This is an optimization exercise on Yosys and OpenROAD, whose aim is small area and few clock cycles per item, not a production implementation.
Function was checked by simulation only, so behaviour that the tests miss may differ from the original.
No driver is modelled on the clock port, so clocking that relies on it looks cheaper here than on a real chip.
Power is estimated from default activity; no workload was simulated.

Design lcc_core, start of the top module:
module lcc_core (
    input  wire        clk,
    input  wire        rst,         
    input  wire        cmd_valid,
    output wire        cmd_ready,
    input  wire [7:0]  cmd,
    input  wire [15:0] din,
    output reg         rsp_valid,
    output reg  [15:0] dout,
    output reg  [1:0]  rsp
);
Settings: LEC_CHECK=0, CAP_MARGIN=0, CORE_MARGIN=2, CORE_UTILIZATION=50, GPL_TIMING_DRIVEN=0, SLEW_MARGIN=0; clock period 3.5 ns.
standard.sh (not shown) runs the stock make flow with config.mk's settings and CLKGATE_MAP_FILE= SYNTH_SCRIPT=/design/flow/synth_recipe.tcl, a recipe that flattens the netlist after the stock synthesis.
==> flow/flow/run.sh <==
#!/bin/bash
# Layout flow: the standard flow (standard.sh) with these changes:
#  - synthesis maps with an area-oriented ABC script (flow/synth.tcl),
#    everything else in synthesis is synth_recipe.tcl unchanged;
#  - port buffers use the smallest buffer cell;
set -uo pipefail
W=$PWD
export MY_ABC_SCRIPT=$W/flow/abc_area.script
export FLOW_SYNTH_TCL=$W/synth_recipe.tcl
export BUFFER_PORTS_ARGS="-buffer_cell sky130_fd_sc_hd__buf_1"
export CTS_ARGS="-sink_clustering_enable -repair_clock_nets -dont_use_dummy_load -root_buf sky130_fd_sc_hd__clkbuf_4 -buf_list sky130_fd_sc_hd__clkbuf_4 -sink_clustering_size 20"
export PRE_CTS_TCL=$W/flow/cts_hook.tcl
export REMOVE_ABC_BUFFERS=1
sed "s#SYNTH_SCRIPT=[^ ]*#SYNTH_SCRIPT=$W/flow/synth.tcl#" standard.sh > my_standard.sh
grep -q "SYNTH_SCRIPT=$W/flow/synth.tcl" my_standard.sh || { echo "could not set synthesis script" >&2; exit 1; }
bash my_standard.sh synth > synth.log 2>&1 || { tail -20 synth.log; exit 1; }
bash my_standard.sh > layout.log 2>&1 || { tail -20 layout.log; exit 1; }
==> flow/flow/abc_area.script <==
strash
&get -n
&fraig -x
&put
scorr
dc2
strash
&get -n
&dch -f
&nf -R 1000
&put
topo
==> flow/flow/cts_hook.tcl <==
if { [info commands orfs_clock_tree_synthesis] == "" } {
  rename clock_tree_synthesis orfs_clock_tree_synthesis
}
proc clock_tree_synthesis { args } {
  orfs_clock_tree_synthesis {*}$args
  estimate_parasitics -placement
  set drivers {}
  foreach pin [get_pins -hierarchical */CLK] {
    set slew [get_property $pin slew_max]
    if { $slew > 0.110 } {
      set net [get_nets -of_objects $pin]
      foreach dpin [get_pins -of_objects $net -filter "direction==output"] {
        set inst [get_cells -of_objects $dpin]
        set name [get_full_name $inst]
        if { [lsearch $drivers $name] < 0 } { lappend drivers $name }
      }
    }
  }
  foreach name $drivers {
    set cell [get_property [get_cells $name] ref_name]
    if { $cell == "sky130_fd_sc_hd__clkbuf_4" || $cell == "sky130_fd_sc_hd__clkbuf_2" } {
      puts "clock buffer $name ($cell) upsized to sky130_fd_sc_hd__clkbuf_8"
      replace_cell $name sky130_fd_sc_hd__clkbuf_8
    }
  }
}
Other scripts of this flow, unchanged in this note and not shown: flow/flow/synth.tcl
Testbench counts at the start, summed over its fixed seeds: cycles 24,008, cmds 24,000.
Edit:
--- a/flow/flow/run.sh
+++ b/flow/flow/run.sh
@@ -12,3 +12,2 @@
 export PRE_CTS_TCL=$W/flow/cts_hook.tcl
-export REMOVE_ABC_BUFFERS=1
 sed "s#SYNTH_SCRIPT=[^ ]*#SYNTH_SCRIPT=$W/flow/synth.tcl#" standard.sh > my_standard.sh
Settings changed: SETUP_SLACK_MARGIN set to -0.05.
Outcome: The changed run completed without violations; register-to-register slack is about the same; routed wire length went up by 2.4%; worst hold slack hardly moves; synthesized cell count stays the same; fmax went down by 0.67%; critical path depth went down by 3; utilization hardly moves; die area stays the same.
Edit:
Settings changed: SETUP_SLACK_MARGIN -0.05 to not set.
Clock skew hardly moves.
Non-clock buffer count does not change.
Worst setup slack stays the same.
Edit:
--- a/flow/flow/run.sh
+++ b/flow/flow/run.sh
@@ -5,2 +5,4 @@
 #  - port buffers use the smallest buffer cell;
+#  - clock tree built from small clock buffers, without dummy loads.
+# Each tool's full output goes to its own log in this folder.
 set -uo pipefail
@@ -10,4 +12,3 @@
 export BUFFER_PORTS_ARGS="-buffer_cell sky130_fd_sc_hd__buf_1"
-export CTS_ARGS="-sink_clustering_enable -repair_clock_nets -dont_use_dummy_load -root_buf sky130_fd_sc_hd__clkbuf_4 -buf_list sky130_fd_sc_hd__clkbuf_4 -sink_clustering_size 20"
-export PRE_CTS_TCL=$W/flow/cts_hook.tcl
+export CTS_ARGS="-sink_clustering_enable -repair_clock_nets -dont_use_dummy_load -root_buf sky130_fd_sc_hd__clkbuf_8 -buf_list sky130_fd_sc_hd__clkbuf_8 -sink_clustering_size 40 -sink_clustering_max_diameter 200"
 sed "s#SYNTH_SCRIPT=[^ ]*#SYNTH_SCRIPT=$W/flow/synth.tcl#" standard.sh > my_standard.sh
removed: flow/flow/cts_hook.tcl
What happened: The changed run completed without violations. Worst hold slack is about the same. Utilization went up by 0.49 points. Sequential power hardly moves. Flip-flop and latch count does not change. Power climbs by 5.0%. Sequential share of layout area is lower by 0.22 points. Routed wire length is lower by 0.75%. Maximum frequency grows by 2.8%. Via count fell by 0.61%. Die area stays the same. Synthesized area does not change.
Edit:
--- a/flow/flow/run.sh
+++ b/flow/flow/run.sh
@@ -12,3 +12,3 @@
 export BUFFER_PORTS_ARGS="-buffer_cell sky130_fd_sc_hd__buf_1"
-export CTS_ARGS="-sink_clustering_enable -repair_clock_nets -dont_use_dummy_load -root_buf sky130_fd_sc_hd__clkbuf_8 -buf_list sky130_fd_sc_hd__clkbuf_8 -sink_clustering_size 40 -sink_clustering_max_diameter 200"
+export CTS_ARGS="-sink_clustering_enable -repair_clock_nets -dont_use_dummy_load -root_buf sky130_fd_sc_hd__clkbuf_4 -buf_list sky130_fd_sc_hd__clkbuf_4 -sink_clustering_size 20"
 sed "s#SYNTH_SCRIPT=[^ ]*#SYNTH_SCRIPT=$W/flow/synth.tcl#" standard.sh > my_standard.sh
==> flow/flow/abc_area.script (replaced) <==
strash
dc2
&get -n
&deepsyn -I 1 -J 100 -S 2
&put
&get -n
&dch -f
&nf -R 1000
&put
topo
Settings changed: CAP_MARGIN 0 to 20, SLEW_MARGIN 0 to 20.
What happened:
- clock skew falls by 4.7 ps
- register-to-register slack is worse by 150 ps
- design area climbs by a few percent
Edit:
==> flow/flow/abc_area.script (replaced) <==
strash
&get -n
&fraig -x
&put
scorr
dc2
strash
&get -n
&dch -f
&nf -R 1000
&put
topo
Settings changed: CORE_UTILIZATION 50 to 80, PLACE_DENSITY set to 0.85.
The new run failed in global placement (GPL-0301). Area after synthesis is higher by 2.0%. Synthesized cell count went up by about 0.6%.

Setup of build 91:
The RTL this note starts from:
==> flow/design.v <==
module lcc_core (
    input  wire        clk,
    input  wire        rst,         
    input  wire        cmd_valid,
    output wire        cmd_ready,
    input  wire [7:0]  cmd,
    input  wire [15:0] din,
    output reg         rsp_valid,
    output reg  [15:0] dout,
    output reg  [1:0]  rsp
);
    reg        pol;
    reg        prev;
    reg        err;
    reg        ill;
    reg [15:0] cnt;
    assign cmd_ready = ~rst;
    wire accept = cmd_valid & ~rst;
    wire [3:0] op = cmd[7:4];
    wire [1:0] w  = cmd[3:2];
    wire [3:0] k  = cmd[3:0];
    wire       z0 = (cmd[1:0] == 2'b00);
    wire       wv = z0 & ~(w[1] & w[0]);    
    wire       wb = z0 & w[1] & ~w[0];      
    wire is_nop   = (op == 4'h0) & (k == 4'd0);
    wire is_menc  = (op == 4'h1) & wv;
    wire is_mdec  = (op == 4'h2) & wv;
    wire is_mchk  = (op == 4'h3) & wv;
    wire is_decc  = (op == 4'h4) & wb;
    wire is_dmenc = (op == 4'h5) & wv;
    wire is_dmdec = (op == 4'h6) & wv;
    wire is_benc  = (op == 4'h7) & wv;
    wire is_bdec  = (op == 4'h8) & wv;
    wire is_bchk  = (op == 4'h9) & wv;
    wire is_trans = (op == 4'hA) & wb;
    wire is_csrr  = (op == 4'hB) & (k <= 4'd4);
    wire is_csrw  = (op == 4'hC) & (w == 2'b00);
    wire legal = is_nop | is_menc | is_mdec | is_mchk | is_decc | is_dmenc |
                 is_dmdec | is_benc | is_bdec | is_bchk | is_trans |
                 is_csrr | is_csrw;
    wire n1 = ~w[1] & ~w[0];
    wire [7:0] inr = {{4{w[1]}}, {3{w[1] | w[0]}}, 1'b1};
    wire [7:0] d = din[7:0];
    integer j;
    reg [7:0] e, c;
    always @* begin
        e[7] = prev;
        c[7] = e[7] ^ d[7];
        e[6] = c[7];
        c[6] = e[6] ^ d[6];
        e[5] = c[6];
        c[5] = e[5] ^ d[5];
        e[4] = c[5];
        c[4] = e[4] ^ d[4];
        e[3] = w[1] ? c[4] : prev;
        c[3] = e[3] ^ d[3];
        e[2] = c[3];
        c[2] = e[2] ^ d[2];
        e[1] = c[2];
        c[1] = e[1] ^ d[1];
        e[0] = (w[1] | w[0]) ? c[1] : prev;
        c[0] = e[0] ^ d[0];
    end
    wire [7:0] inv = {4'b1010, 3'b101, n1} & 8'hFF;
    wire [7:0] m = d ^ {8{pol}};
    reg [15:0] enc;
    always @* begin
        for (j = 0; j < 8; j = j + 1) begin
            enc[2*j]   = (is_menc ? m[j] : c[j]) ^ (is_benc & inv[j]);
            enc[2*j+1] = is_benc ? (e[j] ^ inv[j]) : ~enc[2*j];
        end
    end
    wire [14:0] nb = din[14:0] ^ din[15:1];
    wire p1  = din[1]  ^ prev;
    wire p7  = din[7]  ^ prev;
    wire p15 = din[15] ^ prev;
    wire n4  = ~w[1] & w[0];
    wire [7:0] mdec  = {din[14], din[12], din[10], din[8],
                        din[6],  din[4],  din[2],  din[0]} ^ {8{pol}};
    wire [7:0] bdec  = {nb[14], nb[12], nb[10], nb[8], nb[6], nb[4], nb[2], nb[0]};
    wire [7:0] dmdec = ~{p15, nb[13], nb[11], nb[9], n4 ? p7 : nb[7],
                         nb[5], nb[3], n1 ? p1 : nb[1]};
    wire [7:0] trans = {p7, nb[6:0]};
    wire man_bad  = |(inr & ~bdec);
    wire bchk_bad = |(inr & dmdec);
    wire rd_pol  = is_csrr & (k[2:0] == 3'd0);
    wire rd_prev = is_csrr & (k[2:0] == 3'd1);
    wire rd_stat = is_csrr & (k[2:0] == 3'd2);
    wire rd_cnt  = is_csrr & ((k[2:0] == 3'd3) | ((k[2:0] == 3'd4) & err));
    wire sel_enc  = is_menc | is_dmenc | is_benc;
    wire decc_ok  = is_decc & ~man_bad;
    reg [15:0] dout_n;
    always @* begin
        for (j = 0; j < 16; j = j + 1)
            dout_n[j] = (sel_enc & inr[j/2] & enc[j]) | (rd_cnt & cnt[j]);
        for (j = 0; j < 8; j = j + 1)
            dout_n[j] = dout_n[j]
                      | (((is_mdec & inr[j]) | decc_ok) & mdec[j])
                      | (is_bdec  & inr[j] & bdec[j])
                      | (is_dmdec & inr[j] & dmdec[j])
                      | (is_trans & trans[j]);
        dout_n[0] = dout_n[0] | (rd_pol & pol) | (rd_prev & prev) | (rd_stat & err);
        dout_n[1] = dout_n[1] | (rd_stat & ill);
    end
    wire bad = ((is_mdec | is_mchk | is_decc) & man_bad) | (is_bchk & bchk_bad);
    wire [1:0] rsp_n = {~legal, legal & bad};
    wire wr_pol  = accept & is_csrw & (k[1:0] == 2'd0);
    wire wr_prev = accept & is_csrw & (k[1:0] == 2'd1);
    wire wr_stat = accept & is_csrw & (k[1:0] == 2'd2);
    wire wr_cnt  = accept & is_csrw & (k[1:0] == 2'd3);
    wire acct_bad = is_bchk ? bchk_bad : man_bad;
    wire acct_inv = accept & (is_mchk | is_decc | is_bchk) &  acct_bad;
    wire acct_ok  = accept & (is_mchk | is_decc | is_bchk) & ~acct_bad;
    wire prev_din = accept & (is_csrw & (k[1:0] == 2'd1) | is_dmdec | is_bdec | is_bchk);
    wire prev_enc = accept & (is_dmenc | is_benc);
    wire prev_n = prev_enc ? enc[0] : prev_din ? din[0] : prev;
    wire pol_n = wr_pol ? din[0] : pol;
    wire err_n = wr_stat ? din[0] : (err | acct_inv);
    wire ill_n = wr_stat ? din[1] : (ill | (accept & ~legal));
    wire inc = acct_ok & ~err;
    reg [16:0] cy;
    reg [15:0] cnt_inc;
    always @* begin
        cy[0] = 1'b1;
        for (j = 0; j < 16; j = j + 1)
            cy[j+1] = cy[j] & cnt[j];
        for (j = 0; j < 16; j = j + 1)
            cnt_inc[j] = cnt[j] ^ (inc & cy[j] & ~cy[16]);
    end
    wire [15:0] cnt_n = wr_cnt ? din : cnt_inc;
    always @(posedge clk) begin
        if (rst) begin
            pol       <= 1'b0;
            prev      <= 1'b0;
            err       <= 1'b0;
            ill       <= 1'b0;
            cnt       <= 16'h0000;
            rsp_valid <= 1'b0;
        end else begin
            rsp_valid <= accept;
            pol       <= pol_n;
            prev      <= prev_n;
            err       <= err_n;
            ill       <= ill_n;
            cnt       <= cnt_n;
        end
        dout <= dout_n;
        rsp  <= rsp_n;
    end
endmodule
export LEC_CHECK = 0
export CAP_MARGIN = 0
export CORE_MARGIN = 2
export CORE_UTILIZATION = 50
export GPL_TIMING_DRIVEN = 0
export SLEW_MARGIN = 0
create_clock -name core_clock -period 3.5 [get_ports {clk}]
==> flow/flow/run.sh <==
#!/bin/bash
# Layout flow: the standard flow (standard.sh) with these changes:
#  - synthesis maps with an area-oriented ABC script (flow/synth.tcl),
#    everything else in synthesis is synth_recipe.tcl unchanged;
#  - port buffers use the smallest buffer cell;
#  - clock tree built from small clock buffers, without dummy loads.
# Each tool's full output goes to its own log in this folder.
set -uo pipefail
W=$PWD
export MY_ABC_SCRIPT=$W/flow/abc_area.script
export FLOW_SYNTH_TCL=$W/synth_recipe.tcl
export BUFFER_PORTS_ARGS="-buffer_cell sky130_fd_sc_hd__buf_1"
export CTS_ARGS="-sink_clustering_enable -repair_clock_nets -dont_use_dummy_load -root_buf sky130_fd_sc_hd__clkbuf_4 -buf_list sky130_fd_sc_hd__clkbuf_4 -sink_clustering_size 20"
sed "s#SYNTH_SCRIPT=[^ ]*#SYNTH_SCRIPT=$W/flow/synth.tcl#" standard.sh > my_standard.sh
grep -q "SYNTH_SCRIPT=$W/flow/synth.tcl" my_standard.sh || { echo "could not set synthesis script" >&2; exit 1; }
bash my_standard.sh synth > synth.log 2>&1 || { tail -20 synth.log; exit 1; }
bash my_standard.sh > layout.log 2>&1 || { tail -20 layout.log; exit 1; }
==> flow/flow/abc_area.script <==
strash
&get -n
&fraig -x
&put
scorr
dc2
strash
&get -n
&dch -f
&nf -R 1000
&put
topo
==> flow/flow/synth.tcl <==
# The standard flow's synthesis (synth_recipe.tcl, unchanged) with only the ABC mapping
# script swapped for an area-oriented one and no delay target.
proc abc {args} {
  set i [lsearch $args -script]
  if { $i >= 0 } {
    set args [lreplace $args [expr {$i+1}] [expr {$i+1}] $::env(MY_ABC_SCRIPT)]
  }
  set j [lsearch $args -D]
  if { $j >= 0 } { set args [lreplace $args $j [expr {$j+1}]] }
  puts "abc (area script): $args"
  yosys abc {*}$args
}
source $::env(FLOW_SYNTH_TCL)
Testbench counts of build 91, summed over its fixed seeds: cycles 24,008, cmds 24,000.
[inputs] build 76 vs build 91
# build 91
export LEC_CHECK = 0
export CAP_MARGIN = 0
export CORE_MARGIN = 2
export CORE_UTILIZATION = 50
export GPL_TIMING_DRIVEN = 0
export SLEW_MARGIN = 0
create_clock -name core_clock -period 3.5 [get_ports {clk}]
# build 76
export LEC_CHECK = 0
export CAP_MARGIN = 20
export CORE_MARGIN = 2
export CORE_UTILIZATION = 50
export GPL_TIMING_DRIVEN = 0
export SLEW_MARGIN = 20
create_clock -name core_clock -period 3.5 [get_ports {clk}]
--- outcome ---
Build 76 vs. build 91: required time reported for the critical path endpoint roughly the same; critical path depth higher; setup slack on the worst flop-to-flop path higher. Relative to build 91, the power per standard cell area measured on build 76 has decreased slightly. Final cycle utilization of the critical path ended up 2.0 points lower on build 76 than on build 91.
Inputs modified between build 76 and build 54:
# build 76
export LEC_CHECK = 0
export CAP_MARGIN = 20
export CORE_MARGIN = 2
export CORE_UTILIZATION = 50
export GPL_TIMING_DRIVEN = 0
export SLEW_MARGIN = 20
create_clock -name core_clock -period 3.5 [get_ports {clk}]
# build 54
export LEC_CHECK = 0
export CAP_MARGIN = 0
export CORE_MARGIN = 2
export CORE_UTILIZATION = 50
export GPL_TIMING_DRIVEN = 0
export SLEW_MARGIN = 0
create_clock -name core_clock -period 3.5 [get_ports {clk}]
diff --git a/flow/flow/run.sh b/flow/flow/run.sh
--- a/flow/flow/run.sh
+++ b/flow/flow/run.sh
@@ -6,2 +5,0 @@
-#  - clock tree built from small clock buffers, without dummy loads.
-# Each tool's full output goes to its own log in this folder.
@@ -13,0 +12,3 @@
+export PRE_CTS_TCL=$W/flow/cts_hook.tcl
+export REMOVE_ABC_BUFFERS=1
+export SKIP_CTS_REPAIR_TIMING=1
==> flow/flow/cts_hook.tcl (new file) <==
if { [info commands orfs_clock_tree_synthesis] == "" } {
  rename clock_tree_synthesis orfs_clock_tree_synthesis
}
proc clock_tree_synthesis { args } {
  orfs_clock_tree_synthesis {*}$args
  estimate_parasitics -placement
  set drivers {}
  foreach pin [get_pins -hierarchical */CLK] {
    set slew [get_property $pin slew_max]
    if { $slew > 0.110 } {
      set net [get_nets -of_objects $pin]
      foreach dpin [get_pins -of_objects $net -filter "direction==output"] {
        set inst [get_cells -of_objects $dpin]
        set name [get_full_name $inst]
        if { [lsearch $drivers $name] < 0 } { lappend drivers $name }
      }
    }
  }
  foreach name $drivers {
    set cell [get_property [get_cells $name] ref_name]
    if { $cell == "sky130_fd_sc_hd__clkbuf_4" || $cell == "sky130_fd_sc_hd__clkbuf_2" } {
      puts "clock buffer $name ($cell) upsized to sky130_fd_sc_hd__clkbuf_8"
      replace_cell $name sky130_fd_sc_hd__clkbuf_8
    }
  }
}
--- outcome ---
- When the final numbers for build 54 and build 76 were put side by side, the post-detailed-placement half-perimeter wirelength turned out to be greater in build 76.
- Build 54 vs build 76, highest-utilization routing layer at the global route stage: met2 vs met1
- Build 76 → build 54: flip-flop and latch share of the layout cell area level, worst setup slack moved down, cell-internal power moved up, clock skew moved down, hold-critical path depth level.
- Wire length the detailed router placed on met1 across build 54 and build 76: no real change.
- From build 54 to build 76, instance count of the mapped netlist did not move at all.

## port drivers added, routing unchanged
Ports are ideal in the flow. The routed layouts listed here were re-timed in OpenROAD.
Step 1 (the two cells are an assumption about what drives the block):
set clk [get_ports {clk}]
set_driving_cell -lib_cell sky130_fd_sc_hd__clkbuf_16 $clk
set_driving_cell -lib_cell sky130_fd_sc_hd__buf_2 [delete_from_list [all_inputs] $clk]
Step 2 times the ports against the registers' clock, not the clock port: input delays grow and output delays shrink by t, the midpoint of the rising clock arrivals with the driver on.
Slacks: ideal ports / drivers / drivers and shift; pairs: ideal ports / drivers.
| run | t (ns) | setup slack, ns | worst setup path after step 2 | latest minus earliest clock arrival (ns) | worst data-port slew with drivers (ns) |
|---|---|---|---|---|---|
| the first run of note 1 | 0.354 | 0.218 / 0.220 / -0.133 | input to register | 0.021 / 0.021 | 0.03 |
| the second run of note 1 | 0.358 | 0.196 / 0.203 / -0.155 | input to register | 0.022 / 0.022 | 0.03 |
| the third run of note 1 | 0.358 | 0.196 / 0.203 / -0.155 | input to register | 0.022 / 0.022 | 0.03 |
| the fourth run of note 1 | 0.314 | 0.287 / 0.294 / -0.019 | input to register | 0.019 / 0.019 | 0.03 |
| the fifth run of note 1 | 0.367 | 0.089 / 0.098 / -0.269 | input to register | 0.014 / 0.014 | 0.03 |
| build 91 | 0.373 | 0.207 / 0.215 / -0.158 | input to register | 0.031 / 0.031 | 0.03 |
| build 76 | 0.374 | 0.277 / 0.279 / -0.095 | input to register | 0.027 / 0.026 | 0.03 |
| build 54 | 0.353 | 0.237 / 0.239 / -0.114 | input to register | 0.022 / 0.021 | 0.03 |
With both steps, setup timing fails in every run listed, where it was met with ideal ports. For build 76, which loses most, drivers alone change the setup slack by +0.002 ns; drivers and shift together by -0.372 ns.
